Background: an optimization exercise with open tools, aiming at small area. Do not read the settings as production practice. In this exercise RTL edits were held to simulation tests only and were not proved equivalent to the original. No driver is modelled on the clock port, so clocking that relies on it looks cheaper here than on a real chip. Power and IR drop assume default switching activity.

## red
// mc3_engine
module mc3_engine (
    input  wire        clk,
    input  wire        rst,           
    input  wire        start,         
    input  wire [15:0] prog_len,      
    output wire [15:0] prog_addr,
    input  wire [7:0]  prog_rdata,
    output reg         mem_en,
    output reg         mem_we,
    output wire [24:0] mem_addr,
    output wire [23:0] mem_wdata,
    input  wire [23:0] mem_rdata,
    output wire        done,
    output wire [1:0]  fault,
    output wire [15:0] pc,
    output wire [24:0] mem_len
);
For scale: ~160 I/O pins, roughly 0.0062 mm^2 of cells after synthesis.
==> flow/config.mk <==
export PLATFORM = sky130hd
export DESIGN_NAME = mc3_engine
export DESIGN_NICKNAME = mc3_engine
export VERILOG_FILES = /design/flow/design.v
export SDC_FILE = /design/flow/constraint.sdc
export NUM_CORES = 4
export LEC_CHECK = 0
export CAP_MARGIN = 20
export CORE_MARGIN = 2
export CORE_UTILIZATION = 65
export PLACE_DENSITY = 0.85
export SLEW_MARGIN = 20
==> flow/constraint.sdc <==
create_clock -name core_clock -period 8.0 [get_ports {clk}]
set_input_delay 1.6000 -clock core_clock [delete_from_list [all_inputs] [get_ports {clk}]]
set_output_delay 1.6000 -clock core_clock [all_outputs]
set_load 0.01 [all_outputs]
standard.sh (not shown) runs the stock make flow with config.mk's settings and CLKGATE_MAP_FILE= SYNTH_SCRIPT=/design/flow/synth_recipe.tcl, a recipe that flattens the netlist after the stock synthesis.
==> flow/flow/run.sh <==
#!/bin/bash
# The standard layout (standard.sh) with three changes:
#  - synthesis maps the logic with an area-oriented ABC script (synth_area.tcl)
#  - port buffers use the smallest buffer cell
#  - the clock tree has no dummy balancing loads, clkbuf_4 leaves
set -euo pipefail
export FLOW_SYNTH_TCL="$PWD/synth_recipe.tcl"
export AREA_ABC_SCRIPT="$PWD/flow/area.abc"
bash standard.sh \
  "SYNTH_SCRIPT=$PWD/flow/synth_area.tcl" \
  "BUFFER_PORTS_ARGS=-buffer_cell sky130_fd_sc_hd__buf_1" \
  "CTS_ARGS=-sink_clustering_enable -repair_clock_nets -dont_use_dummy_load -buf_list sky130_fd_sc_hd__clkbuf_8" \
  finish > flow_standard.log 2>&1
==> flow/flow/area.abc <==
strash
ifraig
scorr
dc2
strash
&get -n
&deepsyn -J 1000
&put
strash
&get -n
&dch -f
&nf -a
&put
mfs2
strash
&get -n
&dch -f
&nf -a
&put
topo
==> flow/flow/synth_area.tcl <==
# The standard synthesis (synth_recipe.tcl), except that the combinational
# logic is mapped with the area-oriented ABC script in area.abc instead of
# ORFS's speed script. Registers are untouched by ABC.
proc abc {args} {
  set out {}
  set skip 0
  foreach a $args {
    if {$skip} { set skip 0; continue }
    if {$a eq "-script"} { set skip 1; continue }
    lappend out $a
  }
  yosys abc -script $::env(AREA_ABC_SCRIPT) {*}$out
}
source $::env(FLOW_SYNTH_TCL)
## Diff of input files: blue against red
Settings: removing PLACE_DENSITY (formerly 0.85); changing CORE_UTILIZATION from 65 to 40.
--- outcome ---
No run among red and blue stopped early or left any final violation; all are clean. Compared to red, the routing of blue uses more wire. red was routed with more vias than blue. Going from red to blue, power saw little to no change, portion of total power attributed to combinational logic went up by 0.2 points, fraction of met3 tracks used by global routing down 0.72 points, data arrival time of the critical path -100 ps. Diff red -> blue: core utilization -30 points; total global-route track usage -12 points. Met2 wire length (higher): blue.
For green, these inputs were changed with respect to blue:
==> flow/flow/run.sh <==
#!/bin/bash
# The standard layout (standard.sh) with three changes:
#  - synthesis maps the logic with an area-oriented ABC script (synth_area.tcl)
#  - port buffers use the smallest buffer cell
#  - the clock tree has no dummy balancing loads, clkbuf_4 leaves, and
#    leaves with more than 10 sinks upsized to clkbuf_8 (post_cts.tcl)
set -euo pipefail
export FLOW_SYNTH_TCL="$PWD/synth_recipe.tcl"
export AREA_ABC_SCRIPT="$PWD/flow/area.abc"
export CTS_UPSIZE_FANOUT=10
bash standard.sh \
  "SYNTH_SCRIPT=$PWD/flow/synth_area.tcl" \
  "BUFFER_PORTS_ARGS=-buffer_cell sky130_fd_sc_hd__buf_1" \
  "CTS_ARGS=-sink_clustering_enable -repair_clock_nets -dont_use_dummy_load -root_buf sky130_fd_sc_hd__clkbuf_16 -buf_list sky130_fd_sc_hd__clkbuf_4" \
  "POST_CTS_TCL=$PWD/flow/post_cts.tcl" \
  finish > flow_standard.log 2>&1
==> flow/flow/post_cts.tcl (new file) <==
# Upsize the clock-tree leaf buffers that drive the most sinks (clkbuf_4 ->
# clkbuf_8), so that their flip-flops' clock slew stays well under the limit,
# then legalise the placement again.
set block [ord::get_db_block]
set n 0
foreach inst [$block getInsts] {
  if {[[$inst getMaster] getName] ne "sky130_fd_sc_hd__clkbuf_4"} { continue }
  set fo 0
  foreach it [$inst getITerms] {
    if {[$it isOutputSignal] || [[$it getMTerm] getName] eq "X"} {
      set net [$it getNet]
      if {$net ne "NULL"} { set fo [expr {[llength [$net getITerms]] - 1}] }
    }
  }
  if {$fo > $::env(CTS_UPSIZE_FANOUT)} {
    replace_cell [$inst getName] sky130_fd_sc_hd__clkbuf_8
    incr n
  }
}
puts "post_cts: upsized $n clock buffers"
detailed_placement
check_placement -verbose
==> run notes <==
Both conditions hold for green: the flow ran to the end and the final layout passed the timing, design-rule and antenna checks. In green, the post-route standard cell area excluding fillers came out 70 um^2 below the value in blue. Any difference in count of sequential standard cells between green and blue is small enough to ignore. Compared green vs blue, and highest ir drop seen on vdd is down in green. The final-layout non-clock buffer area share was comparable across blue and green. On sequential power, blue and green are neck and neck. Lower post-layout minimum cycle time among blue and green: green.
Modified inputs, orange compared to green
diff --git a/flow/flow/run.sh b/flow/flow/run.sh
--- a/flow/flow/run.sh
+++ b/flow/flow/run.sh
@@ -5,3 +5,3 @@
 #  - the clock tree has no dummy balancing loads, clkbuf_4 leaves, and
-#    leaves with more than 10 sinks upsized to clkbuf_8 (post_cts.tcl)
+#    leaves with more than 8 sinks upsized to clkbuf_8 (post_cts.tcl)
 set -euo pipefail
@@ -9,3 +9,3 @@
 export AREA_ABC_SCRIPT="$PWD/flow/area.abc"
-export CTS_UPSIZE_FANOUT=10
+export CTS_UPSIZE_FANOUT=8
 bash standard.sh \
==> run notes <==
orange against green: setup slack of the critical path after layout shows a reduction of 28 ps; mean number of vias per cell shows no meaningful change.
orange against green: proportion of cell area occupied by multi-input gates closely matched the old numbers, routed wire length neither gained nor lost much.

---

mc3_engine, a different RTL version from the one above (not shown whole).
For scale: roughly 620 cells after synthesis, ~130 flip-flops, ~160 I/O pins, ~0.0065 mm2 of cells after synthesis.
// mc3_engine
module mc3_engine (
    input  wire        clk,
    input  wire        rst,           
    input  wire        start,         
    input  wire [15:0] prog_len,      
    output wire [15:0] prog_addr,
    input  wire [7:0]  prog_rdata,
    output reg         mem_en,
    output reg         mem_we,
    output wire [24:0] mem_addr,
    output wire [23:0] mem_wdata,
    input  wire [23:0] mem_rdata,
    output wire        done,
    output wire [1:0]  fault,
    output wire [15:0] pc,
    output wire [24:0] mem_len
);
export LEC_CHECK = 0
export CAP_MARGIN = 20
export CORE_MARGIN = 2
export CORE_UTILIZATION = 40
export PLACE_DENSITY = 0.8
export SLEW_MARGIN = 20
create_clock -name core_clock -period 8.0 [get_ports {clk}]
==> flow/flow/run.sh <==
#!/bin/bash
# The standard layout (standard.sh) with three changes:
#  - synthesis maps the logic with an area-oriented ABC script (synth_area.tcl)
#  - port buffers use the smallest buffer cell
#  - the clock tree has no dummy balancing loads, clkbuf_4 leaves
set -euo pipefail
export FLOW_SYNTH_TCL="$PWD/synth_recipe.tcl"
export AREA_ABC_SCRIPT="$PWD/flow/area.abc"
bash standard.sh \
  "SYNTH_SCRIPT=$PWD/flow/synth_area.tcl" \
  "BUFFER_PORTS_ARGS=-buffer_cell sky130_fd_sc_hd__buf_1" \
  "CTS_ARGS=-sink_clustering_enable -repair_clock_nets -dont_use_dummy_load -root_buf sky130_fd_sc_hd__clkbuf_16 -buf_list sky130_fd_sc_hd__clkbuf_4" \
  finish > flow_standard.log 2>&1
==> flow/flow/area.abc <==
strash
ifraig
scorr
dc2
strash
&get -n
&deepsyn -J 200
&put
strash
&get -n
&dch -f
&nf -a
&put
mfs2
strash
&get -n
&dch -f
&nf -a
&put
topo
Scripts as last shown in full above: flow/flow/synth_area.tcl
Change:
--- a/flow/flow/run.sh
+++ b/flow/flow/run.sh
@@ -12 +12 @@
-  "CTS_ARGS=-sink_clustering_enable -repair_clock_nets -dont_use_dummy_load -root_buf sky130_fd_sc_hd__clkbuf_16 -buf_list sky130_fd_sc_hd__clkbuf_4" \
+  "CTS_ARGS=-sink_clustering_enable -repair_clock_nets -dont_use_dummy_load -buf_list sky130_fd_sc_hd__clkbuf_8" \
CORE_UTILIZATION = 60   (was 40)
What happened: Cell area stays flat. Total power goes up by a little under a tenth. Synthesized cell count is unchanged. Clock skew went down by 0.0093 ns. Wire length is higher by a few percent. Die area falls by a quarter to a third.
Change:
--- a/flow/flow/area.abc
+++ b/flow/flow/area.abc
@@ -7 +7 @@
-&deepsyn -J 200
+&deepsyn -J 1000
CAP_MARGIN = 0   (was 20)
CORE_UTILIZATION = 40   (was 60)
PLACE_DENSITY = unset   (was 0.8)
SLEW_MARGIN = 0   (was 20)
Core utilization is lower by 24 points.
Global-route usage is lower by 10 points.
Cell count is higher by 7.6%.
Total power is lower by 0.81%.
Worst setup slack gains 0.19 ns.
Final area is higher by 0.71%.
Routed wire length is higher by 3.2%.
Clock skew is lower by 0.0080 ns.
Die area is higher by 47%.
First-iteration DRC count is lower by 39%.

---

mc3_engine, a different RTL version from the one above (not shown whole).
Size in the first run: roughly 730 cells after synthesis, about 130 flip-flops, ~160 I/O pins, roughly 7200 um2 of cells after synthesis.
clock: 8.0 ns
lec_check: 0
cap_margin: 0
core_margin: 2
core_utilization: 40
cts_buf_list: sky130_fd_sc_hd__clkbuf_8
slew_margin: 0
==> flow/flow/run.sh <==
#!/bin/bash
set -euo pipefail
bash standard.sh "BUFFER_PORTS_ARGS=-buffer_cell sky130_fd_sc_hd__buf_1" finish > flow_standard.log 2>&1
The starting point finished with timing, DRC and antenna clean.
Edit:
==> flow/run.sh (new file) <==
#!/bin/bash
# synth_recipe.tcl (not shown) runs the flow's synth.tcl, then flattens the netlist and writes it again
# the make line also repeats each setting of config.mk as NAME=value (left out here)
make -C /OpenROAD-flow-scripts/flow DESIGN_CONFIG=/design/flow/config.mk WORK_HOME=/design/flow/orfs CLKGATE_MAP_FILE= SYNTH_SCRIPT=/design/flow/synth_recipe.tcl finish
CAP_MARGIN = 20   (was 0)
CTS_CLUSTER_DIAMETER = 100   (was not set)
CTS_CLUSTER_SIZE = 24   (was not set)
SLEW_MARGIN = 20   (was 0)
removed: flow/flow/run.sh
removed: flow/standard.sh
Routed wire length rises by about 10%; worst setup slack degrades by 0.19 ns; sequential power hardly moves; fmax falls by about 2.5%.

-- what the ideal ports hide --
In the flow no input, the clock included, has a driving cell. The finished layouts below were timed again as built, in two steps. Step 1 sets driving cells, clkbuf_16 on the clock port and buf_2 on the other inputs (assumed; they add their load-dependent delay and slew). Step 2 moves the port delays by t, midway between the first and last clock arrival at a register: inputs arrive t later, outputs are due t later. That takes back most of the time a late clock gives input paths. Slacks: ideal ports / drivers / drivers and shift; pairs: ideal ports / drivers.
| run | shift t [ns] | slack for setup (ns) | worst slew at a driven data input, ns |
|---|---|---|---|
| red | 0.450 | 0.470 / 0.436 / 0.434 | 0.04 |
| blue | 0.468 | 0.566 / 0.529 / 0.459 | 0.04 |
| green | 0.385 | 0.668 / 0.627 / 0.460 | 0.04 |
| orange | 0.389 | 0.640 / 0.600 / 0.465 | 0.04 |
| the first run of note 2 | 0.396 | 0.782 / 0.739 / 0.404 | 0.04 |
| the second run of note 2 | 0.469 | 0.470 / 0.470 / 0.470 | 0.04 |
| the third run of note 2 | 0.465 | 0.660 / 0.623 / 0.454 | 0.04 |
| the first run of note 3 | 0.489 | 0.556 / 0.520 / 0.554 | 0.05 |
| the second run of note 3 | 0.490 | 0.366 / 0.327 / 0.102 | 0.05 |
After both steps every run listed still meets setup and hold. For the first run of note 2, which loses most, drivers alone change the setup slack by -0.043 ns; drivers and shift together by -0.378 ns.
